Source: an optimization exercise on an open RTL-to-GDS flow (aim: small area, a short achievable clock period and few clock cycles). Production flows keep margins and buffers that such runs may drop.
Function was checked by simulation only, so behaviour that the tests miss may differ from the original.

==> design/flow/design.v <==
module sdrb_fround #(
    parameter W = 48                 
) (
    input  wire              sign,
    input  wire [W-1:0]      m,      
    input  wire signed [11:0] e,
    output reg  [31:0]       z
);
    reg [7:0]          lz;
    reg [63:0]         mp;
    reg [W-1:0]        mn;
    reg signed [11:0]  be;
    reg [11:0]         sh;
    reg [W-1:0]        md;
    reg                lost;
    reg [23:0]         m24;
    reg                g, s, rnd;
    reg [24:0]         m25;
    reg signed [11:0]  ex;
    always @* begin
        mp = {m, {(64-W){1'b0}}};
        lz = 8'd0;
        if (mp[63:32] == 32'd0) begin mp = mp << 32; lz = lz + 8'd32; end
        if (mp[63:48] == 16'd0) begin mp = mp << 16; lz = lz + 8'd16; end
        if (mp[63:56] == 8'd0)  begin mp = mp << 8;  lz = lz + 8'd8;  end
        if (mp[63:60] == 4'd0)  begin mp = mp << 4;  lz = lz + 8'd4;  end
        if (mp[63:62] == 2'd0)  begin mp = mp << 2;  lz = lz + 8'd2;  end
        if (mp[63]    == 1'b0)  begin mp = mp << 1;  lz = lz + 8'd1;  end
        mn = mp[63 -: W];
        be = (W - 1) + 127 + e - $signed({4'd0, lz});
        if (be >= 1) sh = 12'd0;
        else         sh = 12'd1 - be;
        if (sh > W) begin
            md   = {W{1'b0}};
            lost = |mn;
        end else begin
            md   = mn >> sh;
            lost = |(mn & ~({W{1'b1}} << sh));
        end
        m24 = md[W-1 -: 24];
        g   = md[W-25];
        s   = (|md[W-26:0]) | lost;
        rnd = g & (s | m24[0]);
        m25 = {1'b0, m24} + {24'd0, rnd};
        if (be >= 1) begin
            if (m25[24]) ex = be + 12'sd1;
            else         ex = be;
            if (ex >= 255)
                z = {sign, 8'hFF, 23'd0};
            else if (m25[24])
                z = {sign, ex[7:0], m25[23:1]};
            else
                z = {sign, ex[7:0], m25[22:0]};
        end else begin
            ex = 12'sd0;
            z  = {sign, 7'd0, m25[23], m25[22:0]};
        end
    end
endmodule
module sdrb_fmul (
    input  wire [31:0] a,
    input  wire [31:0] b,
    output reg  [31:0] z
);
    wire        sa = a[31], sb = b[31];
    wire [7:0]  ea = a[30:23], eb = b[30:23];
    wire [22:0] fa = a[22:0],  fb = b[22:0];
    wire a_nan  = (ea == 8'hFF) && (fa != 0);
    wire b_nan  = (eb == 8'hFF) && (fb != 0);
    wire a_inf  = (ea == 8'hFF) && (fa == 0);
    wire b_inf  = (eb == 8'hFF) && (fb == 0);
    wire a_zero = (ea == 8'h00) && (fa == 0);
    wire b_zero = (eb == 8'h00) && (fb == 0);
    wire sz     = sa ^ sb;
    wire [23:0] ma = {ea != 8'h00, fa};
    wire [23:0] mb = {eb != 8'h00, fb};
    wire [47:0] p  = ma * mb;
    wire signed [11:0] ep = $signed({4'd0, (ea == 8'h00) ? 8'd1 : ea})
                          + $signed({4'd0, (eb == 8'h00) ? 8'd1 : eb})
                          - 12'sd300;
    wire [31:0] rz;
    sdrb_fround #(.W(48)) u_round (.sign(sz), .m(p), .e(ep), .z(rz));
    always @* begin
        if (a_nan || b_nan || (a_inf && b_zero) || (a_zero && b_inf))
            z = 32'h7FC00000;
        else if (a_inf || b_inf)
            z = {sz, 8'hFF, 23'd0};
        else if (a_zero || b_zero)
            z = {sz, 31'd0};
        else
            z = rz;
    end
endmodule
module sdrb_fadd (
    input  wire [31:0] a,
    input  wire [31:0] b,
    output reg  [31:0] z
);
    wire a_nan  = (a[30:23] == 8'hFF) && (a[22:0] != 0);
    wire b_nan  = (b[30:23] == 8'hFF) && (b[22:0] != 0);
    wire a_inf  = (a[30:23] == 8'hFF) && (a[22:0] == 0);
    wire b_inf  = (b[30:23] == 8'hFF) && (b[22:0] == 0);
    wire a_zero = (a[30:0] == 0);
    wire b_zero = (b[30:0] == 0);
    wire        swap = b[30:0] > a[30:0];
    wire [31:0] x = swap ? b : a;
    wire [31:0] y = swap ? a : b;
    wire [7:0]  ex = (x[30:23] == 8'h00) ? 8'd1 : x[30:23];
    wire [7:0]  ey = (y[30:23] == 8'h00) ? 8'd1 : y[30:23];
    wire [7:0]  d  = ex - ey;
    wire [26:0] mx = {x[30:23] != 8'h00, x[22:0], 3'b000};
    wire [26:0] my = {y[30:23] != 8'h00, y[22:0], 3'b000};
    reg  [26:0] my_sh;
    reg         sticky;
    always @* begin
        if (d >= 8'd27) begin
            my_sh  = 27'd0;
            sticky = |my;
        end else begin
            my_sh  = my >> d;
            sticky = |(my & ~({27{1'b1}} << d));
        end
    end
    wire        sub = x[31] ^ y[31];
    wire [27:0] sum = sub ? ({1'b0, mx} - {1'b0, my_sh} - {27'd0, sticky})
                          : ({1'b0, mx} + {1'b0, my_sh});
    wire [27:0] m   = sum | {27'd0, sticky};
    wire signed [11:0] es = $signed({4'd0, ex}) - 12'sd153;
    wire [31:0] rz;
    sdrb_fround #(.W(28)) u_round (.sign(x[31]), .m(m), .e(es), .z(rz));
    always @* begin
        if (a_nan || b_nan || (a_inf && b_inf && (a[31] != b[31])))
            z = 32'h7FC00000;
        else if (a_inf)
            z = a;
        else if (b_inf)
            z = b;
        else if (a_zero && b_zero)
            z = {a[31] & b[31], 31'd0};
        else if (sum == 28'd0 && !sticky)
            z = 32'h00000000;
        else
            z = rz;
    end
endmodule
module sdrb (
    input  wire        clk,
    input  wire        rst_n,
    input  wire        cmd_valid,
    output wire        cmd_ready,
    input  wire [31:0] cmd_word,
    input  wire [31:0] cmd_arg0,
    input  wire [31:0] cmd_arg1,
    output wire        rsp_valid,
    input  wire        rsp_ready,
    output wire [31:0] rsp_data,
    output wire        rsp_err
);
    localparam NCH_MAX = 2;
    localparam CAP_MAX = 16;
    localparam BLK_MAX = 8;
    localparam RST_CAP = 16;
    localparam RST_NCH = 2;
    localparam [31:0] ZERO = 32'h00000000;
    localparam [31:0] HALF = 32'h3F000000;
    localparam [31:0] ONE  = 32'h3F800000;
    localparam [31:0] HW_ID = 32'h53440100;
    localparam [7:0] OP_NOP     = 8'h00, OP_INIT    = 8'h01,
                     OP_WRITE   = 8'h10, OP_READ    = 8'h11, OP_SETRP  = 8'h12,
                     OP_RBRESET = 8'h13, OP_RESIZE  = 8'h14, OP_GETCAP = 8'h15,
                     OP_SETCAPF = 8'h16, OP_STEP    = 8'h17, OP_GETWC  = 8'h18,
                     OP_GETRC   = 8'h19, OP_DERESET = 8'h20, OP_SETDLY = 8'h21,
                     OP_SETFB   = 8'h22, OP_SETMIX  = 8'h23, OP_MIXSTEP = 8'h24,
                     OP_PROCESS = 8'h25, OP_BLKWR   = 8'h30, OP_BLKRD  = 8'h31,
                     OP_REGRD   = 8'h40, OP_STATCLR = 8'h41;
    localparam [3:0] S_IDLE   = 4'd0,  S_EXEC  = 4'd1,  S_RSP   = 4'd2,
                     S_BLEND  = 4'd3,  S_PROC  = 4'd4,  S_PBLEND = 4'd5,
                     S_MODL   = 4'd6,  S_MODW  = 4'd7,  S_MUL   = 4'd8,
                     S_DIV    = 4'd9,  S_DLY   = 4'd10;
    reg  [3:0]  state;
    reg  [31:0] cmd_q, a0_q, a1_q;
    wire [7:0]  opc = cmd_q[31:24];
    wire [7:0]  chf = cmd_q[23:16];
    wire [15:0] idx = cmd_q[15:0];
    reg  [1:0]  channels;                    
    reg  [24:0] capacity;                    
    reg  [4:0]  alloc;                       
    reg  [24*NCH_MAX-1:0] wcur_v;            
    reg  [24*NCH_MAX-1:0] rcur_v;            
    reg  [31:0] feedback, mix;
    reg  [24:0] delay_samples;
    reg  [3:0]  st_warn;                     
    reg  [2:0]  st_err;                      
    reg  [31:0] err_cmd;
    reg  [32*NCH_MAX*CAP_MAX-1:0] store;
    reg  [32*NCH_MAX*BLK_MAX-1:0] blk;
    reg  [31:0] rsp_data_q;
    reg         rsp_err_q;
    reg  [31:0] wet_q;
    reg  [1:0]  pc;                          
    reg  [3:0]  pi;                          
    reg  [1:0]  nc_q;
    reg  [3:0]  ns_q;
    reg  [23:0] md_sh;                       
    reg  [7:0]  md_cnt;
    reg  [24:0] md_rem;
    reg  [24:0] lm_q;                        
    reg         mod_ch;
    reg  [61:0] mu_p, mu_a;                  
    reg  [30:0] mu_b;
    reg  [5:0]  mu_cnt;
    reg  [9:0]  dv_rem;
    assign cmd_ready = rst_n && (state == S_IDLE);
    assign rsp_valid = rst_n && (state == S_RSP);
    assign rsp_data  = rsp_data_q;
    assign rsp_err   = rsp_err_q;
    wire ch0  = (chf == 8'd0);
    wire idx0 = (idx == 16'd0);
    reg  legal;
    always @* begin
        case (opc)
            OP_NOP, OP_INIT, OP_RBRESET, OP_RESIZE, OP_GETCAP, OP_SETCAPF,
            OP_DERESET, OP_SETDLY, OP_SETFB, OP_SETMIX, OP_PROCESS, OP_STATCLR:
                legal = ch0 && idx0;
            OP_WRITE, OP_READ, OP_SETRP, OP_STEP, OP_GETWC, OP_GETRC, OP_MIXSTEP:
                legal = idx0;
            OP_BLKWR, OP_BLKRD:
                legal = 1'b1;
            OP_REGRD:
                legal = ch0 && (idx <= 16'd12);
            default:
                legal = 1'b0;
        endcase
    end
    wire        ch_valid = ({1'b0, chf} < {7'd0, channels});
    wire        c_sel    = chf[0];
    wire [23:0] wc_ch    = wcur_v[24*c_sel +: 24];
    wire [23:0] rc_ch    = rcur_v[24*c_sel +: 24];
    wire signed [31:0] s0 = a0_q;
    wire signed [31:0] s1 = a1_q;
    function [23:0] adv;
        input [3:0]  p;
        input [24:0] cap;
        reg   [4:0]  x;
        begin
            x = {1'b0, p} + 5'd1;
            if (cap > {20'd0, x}) adv = {19'd0, x};
            else                  adv = {19'd0, x % cap[4:0]};
        end
    endfunction
    reg         step_c;
    reg  [31:0] step_x, step_f;
    always @* begin
        if (state == S_PROC) begin
            step_c = pc[0];
            step_x = blk[32*(pc[0]*BLK_MAX + pi[2:0]) +: 32];
            step_f = feedback;
        end else begin
            step_c = c_sel;
            step_x = a0_q;
            step_f = (opc == OP_STEP) ? a1_q : feedback;
        end
    end
    wire [23:0] step_rc = rcur_v[24*step_c +: 24];
    wire [23:0] step_wc = wcur_v[24*step_c +: 24];
    wire        step_bad = (step_rc >= {19'd0, alloc}) || (step_wc >= {19'd0, alloc});
    wire [31:0] step_d = store[32*(step_c*CAP_MAX + step_rc[3:0]) +: 32];
    wire [31:0] fd, step_y;
    sdrb_fmul u_mul_fd (.a(step_f), .b(step_d), .z(fd));
    sdrb_fadd u_add_y  (.a(step_x), .b(fd), .z(step_y));
    wire [31:0] blend_x = (state == S_PBLEND) ? blk[32*(pc[0]*BLK_MAX + pi[2:0]) +: 32] : a0_q;
    wire [31:0] t1, t2, t3, blend_z;
    sdrb_fmul u_mul_t1 (.a(mix), .b(wet_q), .z(t1));
    sdrb_fadd u_sub_t2 (.a(ONE), .b({~mix[31], mix[30:0]}), .z(t2));
    sdrb_fmul u_mul_t3 (.a(t2), .b(blend_x), .z(t3));
    sdrb_fadd u_add_z  (.a(t1), .b(t3), .z(blend_z));
    reg [31:0] clamp_v;
    reg        clamp_out;
    always @* begin
        if (a0_q[30:23] == 8'hFF && a0_q[22:0] != 0) begin
            clamp_v = ONE;  clamp_out = 1'b1;
        end else if (a0_q[31] && a0_q[30:0] != 0) begin
            clamp_v = ZERO; clamp_out = 1'b1;
        end else if (a0_q[30:0] == 0) begin
            clamp_v = ZERO; clamp_out = 1'b0;
        end else if (a0_q[30:0] > ONE[30:0]) begin
            clamp_v = ONE;  clamp_out = 1'b1;
        end else begin
            clamp_v = a0_q; clamp_out = 1'b0;
        end
    end
    wire [7:0]  lag_e   = a0_q[30:23];
    wire        lag_bad = (a0_q == 32'h7F800000);
    wire        lag_int = !(lag_e == 8'hFF) && !a0_q[31] && (lag_e >= 8'd127);
    wire [23:0] lag_m   = {1'b1, a0_q[22:0]};
    wire [23:0] lag_head  = !lag_int ? 24'd0 :
                            (lag_e < 8'd150) ? (lag_m >> (8'd150 - lag_e)) : lag_m;
    wire [7:0]  lag_extra = (lag_int && lag_e >= 8'd150) ? (lag_e - 8'd150) : 8'd0;
    wire [25:0] md_r2   = {md_rem, md_sh[23]};
    wire [24:0] md_next = (md_r2 >= {1'b0, capacity}) ? md_r2 - {1'b0, capacity} : md_r2[24:0];
    wire [24:0] md_fin  = (md_rem >= lm_q) ? (md_rem - lm_q) : (md_rem + capacity - lm_q);
    wire [10:0] dv_r2 = {dv_rem, mu_p[61]};
    wire        dv_q  = (dv_r2 >= 11'd1000);
    wire [10:0] dv_n  = dv_q ? dv_r2 - 11'd1000 : dv_r2;
    task raise;
        input integer bitno;    
        begin
            if (st_err == 3'b000) err_cmd <= cmd_q;
            st_err[bitno] <= 1'b1;
            rsp_data_q <= 32'd0;
            rsp_err_q  <= 1'b1;
            state <= S_RSP;
        end
    endtask
    task respond;
        input [31:0] v;
        begin
            rsp_data_q <= v;
            rsp_err_q  <= 1'b0;
            state <= S_RSP;
        end
    endtask
    task clear_buffer;
        begin
            store <= {32*NCH_MAX*CAP_MAX{1'b0}};
            wcur_v <= {24*NCH_MAX{1'b0}};
            rcur_v <= {24*NCH_MAX{1'b0}};
        end
    endtask
    task do_step;
        begin
            store[32*(step_c*CAP_MAX + step_wc[3:0]) +: 32] <= step_y;
            rcur_v[24*step_c +: 24] <= adv(step_rc[3:0], capacity);
            wcur_v[24*step_c +: 24] <= adv(step_wc[3:0], capacity);
            wet_q <= step_y;
        end
    endtask
    always @(posedge clk) begin
        if (!rst_n) begin
            state         <= S_IDLE;
            channels      <= RST_NCH;
            capacity      <= RST_CAP;
            alloc         <= RST_CAP;
            feedback      <= HALF;
            mix           <= ONE;
            delay_samples <= 25'd0;
            st_warn       <= 4'd0;
            st_err        <= 3'd0;
            err_cmd       <= 32'd0;
            blk           <= {32*NCH_MAX*BLK_MAX{1'b0}};
            clear_buffer;
        end else begin
            case (state)
            S_IDLE: begin
                if (cmd_valid) begin
                    cmd_q <= cmd_word;
                    a0_q  <= cmd_arg0;
                    a1_q  <= cmd_arg1;
                    state <= S_EXEC;
                end
            end
            S_EXEC: begin
                if (!legal) begin
                    raise(0);
                end else begin
                    case (opc)
                    OP_NOP: respond(32'd0);
                    OP_INIT: begin
                        if (s0 < 1 || s0 > CAP_MAX || s1 < 1 || s1 > NCH_MAX) raise(1);
                        else begin
                            channels      <= a1_q[1:0];
                            alloc         <= a0_q[4:0];
                            capacity      <= {20'd0, a0_q[4:0]};
                            feedback      <= HALF;
                            mix           <= ONE;
                            delay_samples <= 25'd0;
                            clear_buffer;
                            respond(32'd0);
                        end
                    end
                    OP_WRITE: begin
                        if (!ch_valid) begin
                            st_warn[0] <= 1'b1;
                            respond(32'd0);
                        end else if (wc_ch >= {19'd0, alloc}) raise(2);
                        else begin
                            store[32*(c_sel*CAP_MAX + wc_ch[3:0]) +: 32] <= a0_q;
                            wcur_v[24*c_sel +: 24] <= adv(wc_ch[3:0], capacity);
                            respond(32'd0);
                        end
                    end
                    OP_READ: begin
                        if (!ch_valid) begin
                            st_warn[0] <= 1'b1;
                            respond(ZERO);
                        end else if (rc_ch >= {19'd0, alloc}) raise(2);
                        else begin
                            rcur_v[24*c_sel +: 24] <= adv(rc_ch[3:0], capacity);
                            respond(store[32*(c_sel*CAP_MAX + rc_ch[3:0]) +: 32]);
                        end
                    end
                    OP_SETRP: begin
                        if (!ch_valid) begin
                            st_warn[0] <= 1'b1;
                            respond(32'd0);
                        end else if (lag_bad) raise(1);
                        else begin
                            md_sh  <= lag_head;
                            md_cnt <= 8'd24 + lag_extra;
                            md_rem <= 25'd0;
                            mod_ch <= c_sel;
                            state  <= S_MODL;
                        end
                    end
                    OP_RBRESET: begin
                        clear_buffer;
                        respond(32'd0);
                    end
                    OP_RESIZE: begin
                        if (s0 < 1 || s0 > CAP_MAX) raise(1);
                        else begin
                            alloc    <= a0_q[4:0];
                            capacity <= {20'd0, a0_q[4:0]};
                            clear_buffer;
                            respond(32'd0);
                        end
                    end
                    OP_GETCAP: respond({7'd0, capacity});
                    OP_SETCAPF: begin
                        if (s0 < 1 || s0 > 32'sh01000000) raise(1);
                        else begin
                            capacity <= a0_q[24:0];
                            respond(32'd0);
                        end
                    end
                    OP_STEP: begin
                        if (!ch_valid) begin
                            st_warn[0] <= 1'b1;
                            respond(ZERO);
                        end else if (step_bad) raise(2);
                        else begin
                            do_step;
                            respond(step_y);
                        end
                    end
                    OP_GETWC: begin
                        if (!ch_valid) begin
                            st_warn[0] <= 1'b1;
                            respond(32'd0);
                        end else respond({8'd0, wc_ch});
                    end
                    OP_GETRC: begin
                        if (!ch_valid) begin
                            st_warn[0] <= 1'b1;
                            respond(32'd0);
                        end else respond({8'd0, rc_ch});
                    end
                    OP_DERESET, OP_SETDLY: begin
                        if (s0 < 0 || s1 < 0) raise(1);
                        else begin
                            mu_p   <= 62'd0;
                            mu_a   <= {31'd0, a0_q[30:0]};
                            mu_b   <= a1_q[30:0];
                            mu_cnt <= 6'd31;
                            state  <= S_MUL;
                        end
                    end
                    OP_SETFB: begin
                        feedback <= clamp_v;
                        if (clamp_out) st_warn[1] <= 1'b1;
                        respond(32'd0);
                    end
                    OP_SETMIX: begin
                        mix <= clamp_v;
                        if (clamp_out) st_warn[2] <= 1'b1;
                        respond(32'd0);
                    end
                    OP_MIXSTEP: begin
                        if (!ch_valid) begin
                            st_warn[0] <= 1'b1;
                            wet_q <= ZERO;
                            state <= S_BLEND;
                        end else if (step_bad) raise(2);
                        else begin
                            do_step;
                            state <= S_BLEND;
                        end
                    end
                    OP_PROCESS: begin
                        if (s0 < 0 || s0 > NCH_MAX || s1 < 0 || s1 > BLK_MAX) raise(1);
                        else begin
                            nc_q  <= a0_q[1:0];
                            ns_q  <= a1_q[3:0];
                            pc    <= 2'd0;
                            pi    <= 4'd0;
                            state <= S_PROC;
                        end
                    end
                    OP_BLKWR: begin
                        if (chf >= NCH_MAX || idx >= BLK_MAX) raise(1);
                        else begin
                            blk[32*(chf[0]*BLK_MAX + idx[2:0]) +: 32] <= a0_q;
                            respond(32'd0);
                        end
                    end
                    OP_BLKRD: begin
                        if (chf >= NCH_MAX || idx >= BLK_MAX) raise(1);
                        else respond(blk[32*(chf[0]*BLK_MAX + idx[2:0]) +: 32]);
                    end
                    OP_REGRD: begin
                        case (idx[3:0])
                            4'd0:  respond({21'd0, st_err, 4'd0, st_warn});
                            4'd1:  respond({7'd0, capacity});
                            4'd2:  respond({27'd0, alloc});
                            4'd3:  respond({30'd0, channels});
                            4'd4:  respond(feedback);
                            4'd5:  respond(mix);
                            4'd6:  respond({7'd0, delay_samples});
                            4'd7:  respond(err_cmd);
                            4'd8:  respond(32'd0);
                            4'd9:  respond(NCH_MAX);
                            4'd10: respond(CAP_MAX);
                            4'd11: respond(BLK_MAX);
                            default: respond(HW_ID);
                        endcase
                    end
                    OP_STATCLR: begin
                        st_warn <= 4'd0;
                        respond(32'd0);
                    end
                    default: raise(0);
                    endcase
                end
            end
            S_BLEND: respond(blend_z);
            S_PROC: begin
                if (pc >= nc_q || ns_q == 4'd0) respond(32'd0);
                else if (pc >= channels) begin
                    st_warn[0] <= 1'b1;
                    wet_q <= ZERO;
                    state <= S_PBLEND;
                end else if (step_bad) raise(2);
                else begin
                    do_step;
                    state <= S_PBLEND;
                end
            end
            S_PBLEND: begin
                blk[32*(pc[0]*BLK_MAX + pi[2:0]) +: 32] <= blend_z;
                if (pi + 4'd1 == ns_q) begin
                    pi <= 4'd0;
                    pc <= pc + 2'd1;
                end else begin
                    pi <= pi + 4'd1;
                end
                state <= S_PROC;
            end
            S_MODL: begin
                if (md_cnt != 8'd0) begin
                    md_rem <= md_next;
                    md_sh  <= {md_sh[22:0], 1'b0};
                    md_cnt <= md_cnt - 8'd1;
                end else begin
                    lm_q   <= md_rem;
                    md_sh  <= wcur_v[24*mod_ch +: 24];
                    md_cnt <= 8'd24;
                    md_rem <= 25'd0;
                    state  <= S_MODW;
                end
            end
            S_MODW: begin
                if (md_cnt != 8'd0) begin
                    md_rem <= md_next;
                    md_sh  <= {md_sh[22:0], 1'b0};
                    md_cnt <= md_cnt - 8'd1;
                end else begin
                    rcur_v[24*mod_ch +: 24] <= md_fin[23:0];
                    if (opc == OP_SETDLY && !mod_ch && channels > 2'd1) begin
                        mod_ch <= 1'b1;
                        md_sh  <= wcur_v[24*1 +: 24];
                        md_cnt <= 8'd24;
                        md_rem <= 25'd0;
                    end else begin
                        respond(32'd0);
                    end
                end
            end
            S_MUL: begin
                if (mu_cnt != 6'd0) begin
                    if (mu_b[0]) mu_p <= mu_p + mu_a;
                    mu_a   <= {mu_a[60:0], 1'b0};
                    mu_b   <= {1'b0, mu_b[30:1]};
                    mu_cnt <= mu_cnt - 6'd1;
                end else begin
                    dv_rem <= 10'd0;
                    mu_cnt <= 6'd62;
                    state  <= S_DIV;
                end
            end
            S_DIV: begin
                if (mu_cnt != 6'd0) begin
                    dv_rem <= dv_n[9:0];
                    mu_p   <= {mu_p[60:0], dv_q};
                    mu_cnt <= mu_cnt - 6'd1;
                end else begin
                    state <= S_DLY;
                end
            end
            S_DLY: begin
                if (opc == OP_DERESET) begin
                    if (mu_p < 62'd1 || mu_p > CAP_MAX) raise(1);
                    else begin
                        delay_samples <= {20'd0, mu_p[4:0]};
                        alloc         <= mu_p[4:0];
                        capacity      <= {20'd0, mu_p[4:0]};
                        clear_buffer;
                        respond(32'd0);
                    end
                end else begin
                    if (mu_p > {37'd0, capacity} - 62'd1) begin
                        st_warn[3]    <= 1'b1;
                        delay_samples <= capacity - 25'd1;
                        lm_q          <= capacity - 25'd1;
                    end else begin
                        delay_samples <= mu_p[24:0];
                        lm_q          <= mu_p[24:0];
                    end
                    mod_ch <= 1'b0;
                    md_sh  <= wcur_v[24*0 +: 24];
                    md_cnt <= 8'd24;
                    md_rem <= 25'd0;
                    state  <= S_MODW;
                end
            end
            S_RSP: begin
                if (rsp_ready) state <= S_IDLE;
            end
            default: state <= S_IDLE;
            endcase
        end
    end
endmodule
==> design/flow/run.sh <==
#!/bin/bash
# synth_recipe.tcl (not shown) runs the flow's synth.tcl, then flattens the netlist and writes it again
# the make line also repeats each setting of config.mk as NAME=value (left out here)
make -C /OpenROAD-flow-scripts/flow DESIGN_CONFIG=/design/flow/config.mk WORK_HOME=/design/flow/orfs CLKGATE_MAP_FILE= SYNTH_SCRIPT=/design/flow/synth_recipe.tcl finish
==> design/flow/config.mk <==
export PLATFORM = sky130hd
export DESIGN_NAME = sdrb
export DESIGN_NICKNAME = sdrb
export VERILOG_FILES = /design/flow/design.v
export SDC_FILE = /design/flow/constraint.sdc
export NUM_CORES = 8
export LEC_CHECK = 0
export CAP_MARGIN = 20
export CORE_MARGIN = 2
export CORE_UTILIZATION = 25
export SLEW_MARGIN = 20
==> design/flow/constraint.sdc <==
create_clock -name core_clock -period 60.0 [get_ports {clk}]
set_input_delay 12.0000 -clock core_clock [delete_from_list [all_inputs] [get_ports {clk}]]
set_output_delay 12.0000 -clock core_clock [all_outputs]
set_load 0.01 [all_outputs]
==> notes.md <==
outcome=complete, no violations; Iter 0 DRT Violations=45.9k; GRT Total Usage=24.2%; CP Data Required Time=60810 ps; syn avg cell area=7.68 sq um; top_reg_cell synth=dfxtp_1; share of layout cells above drive strength 1=9.65%; total gr overflow=0; H-tree depth=4; f_max=17.6 MHz; Chip Height=1050 um; register bit total from synthesis=2223; DIE AREA=1090000 sq um; clk slew on worst S/H paths=roughly 70 ps; Crit Path Class=reg -> reg; Starting Density=between 20 and 30%; antenna viol nets, final=0; count of clock tree sinks=2223; vias in the first global route=273k; Wirelength per Cell=28.8 um; gpl congestion=1.04; Layout area overhead=10.9%; Synth top area share=13.2%; worst hold path depth=2; initial antenna violation count=115; Tcrit/Tclk final=94.5%; cell count after synthesis=between 30k and 40k; critical path's largest stage delay=910 ps; Max Cap Viol=0; Post-synth top cells=nand2_1 (4764), nor2_1 (3028), a21oi_1 (2812); Worst slew margin=6.83%; drt drc=0; worst hold margin=460 ps; skew final=183 ps; final setup vio count=0; largest net degree at the start of global routing=206; Worst EP arrival=57540 ps; Synth cell types=approximately 150; HP Class=reg -> reg; yosys warns=5; synth top area cells=dfxtp_1 (13%), fa_1 (11%), nand2_1 (6.6%); Reg2Reg Depth=189; core area=1080000 sq um; CTS tree=yes; Root Driver=clkbuf_16; Pre-Repair DR Iteration Count=13; most used cell along the critical path=o21ai_0; total negative setup slack=0 ps; FILL cells=118k; Final Hold Viols=0; Post-synth EDFFs=approximately 430; Async S/R FF share, synth=0%; most numerous cell in the Yosys netlist=nand2_1; # rows=382; Detailed Place HPWL=1010000 um; io pins=135; Final min period=56730 ps; slowest CP cell=or4_1; crit path capture type=flip-flop; port bufs=134; DR vias/cell=6.04; Post-Syn Area=271000 sq um; via count=295k; syn nets=38.2k; Final Slew Violations=0; CTS Buf Count=245; CP Max Fanout=52; first-pass GRT wire length=1990000 um; clock tree buffer depth=4; Die Wd=roughly 1000 um; clock latency on the worst-skew pair=1110 ps; nets@finish=between 30k and 40k; Routed WL=approximately 1400000 um; register area share after synthesis=between 15 and 20%; Slew @ Worst Pin=1390 ps; crit path launch type=flip-flop; post-synth top area cell=dfxtp_1
critical path: cells and delay by family (launching register included):
| family | cells | cell delay [ps] |
|---|---|---|
| muxes | 3 | 970 |
| buffers and inverters | 26 | 6970 |
| DFF | 1 | 630 |
| and+or+nand+nor | 60 | 18080 |
| xor gates and xnor gates | 1 | 130 |
| adders and majority gates | 18 | 7020 |
| AOI/OAI and AO/OA | 81 | 22380 |
cells in the final DEF (no fill, tap or decap), drive strengths merged, types with 339 or more instances in the layout:
cell | netlist | routed
nor3 | 658 | 658
and2 | 875 | 875
xnor2 | 462 | 462
fa | 1491 | 1491
inv | 2098 | 2108
clkbuf | 2344 | 339
o21a | 346 | 346
ha | 1295 | 1295
o21ai | 1689 | 1689
mux4 | 610 | 610
a211oi | 432 | 432
a21oi | 2818 | 2818
a31oi | 349 | 349
mux2i | 708 | 708
nand3 | 1555 | 1555
o22ai | 363 | 363
a22oi | 1082 | 1082
dfxtp | 1796 | 1796
edfxtp | 427 | 427
buf | 509 | 1282
nand2 | 4766 | 4766
nor2 | 3036 | 3036
and3 | 350 | 350
per-layer routing:
| metal | vias to the layer above | routed length, um | part of all wire, % | track usage [%] |
|---|---|---|---|---|
| met5 | - | 505 | 0.036 | 0.118 |
| met4 | 46 | 124000 | 8.8 | 17.3 |
| met3 | 4716 | 189000 | 13 | 7.69 |
| met2 | 21200 | 563000 | 40 | 34.3 |
| met1 | 143000 | 530000 | 38 | 30.9 |
| li1 | 126000 | - | - | - |
state kept, by name, indices dropped and copies added (netlist names), 48 cells and up:
name,cells
store,1024
blk,512
mu_a,62
mu_p,62
rcur_v,48
wcur_v,48
worst paths after layout:
path | from | to | slack, ps
worst max-delay path | state[2] | rsp_data_q[6] | 3270
worst min-delay path | st_warn[0] | st_warn[0] | 460
worst max register to register | state[2] | rsp_data_q[6] | 3270
worst min register to register | st_warn[0] | st_warn[0] | 460
through the flow:
stage          util (%)  setup slack (ps)  area, sq um  std cells
4_1_cts            27.7               481       300000      48700
3_5_place_dp       26.9               725       291000      48200
3_3_place_gp       26.9               826       291000      48200
5_1_grt            27.8              -163       301000      48800
6_report           27.8              3270       301000      48800
2_1_floorplan         -              3840       271000      35300
repair_timing:
item	CTS	global route
buffers inserted	0	41
gates resized for setup	0	135
setup endpoints to repair	0	622
hold buffers	0	0
cell families after synthesis:
group,after synthesis,synth area share [%]
and+or+nand+nor,12800,21.6
AOI/OAI and AO/OA,10300,25.6
buffers and inverters,4968,6.98
adders and majority gates,2792,17.0
DFF,2223,18.0
muxes,1544,8.61
xor gates and xnor gates,668,2.18
other,2,0.00277
area by class of cell:
type | count | area [sq um] | area share [%]
diodes | 87 | 218 | 0.0723
clock inverters | 123 | 1490 | 0.495
clock buffers | 337 | 6910 | 2.30
well taps | 14400 | 18000 | 5.99
repair buffers | 1418 | 11600 | 3.84
flip-flops and latches | 2223 | 48800 | 16.2
inverters | 2115 | 7990 | 2.66
multi-input cells | 28100 | 206000 | 68.4
Testbench counts, summed over its fixed seeds: cycles 27,600.

==> static timing again, ports no longer ideal <==
The flow's constraints put no driver on any port. The routed layout listed below was extracted and timed again, unchanged, in two steps. Step 1 assumes that a clkbuf_16 drives the clock port and a buf_2 every other input. Step 2 moves the port delays by t, midway between the first and last clock arrival at a register: inputs arrive t later, outputs are due t later. That takes back most of the time a late clock gives input paths. Slacks: ideal ports / drivers / drivers and shift; pairs: ideal ports / drivers.
t, ns: 1.137
setup slack, ns: 3.272 / 3.272 / 3.272
hold slack, ns: 0.460 / 0.460 / 0.460
slew at the worst register clock pin (ns): 0.09 / 0.09
worst slew at a driven data input, ns: 0.09
After both steps this run still meets setup and hold. The setup slack of this run moves by 0.000 ns with the drivers and by 0.000 ns with both steps.
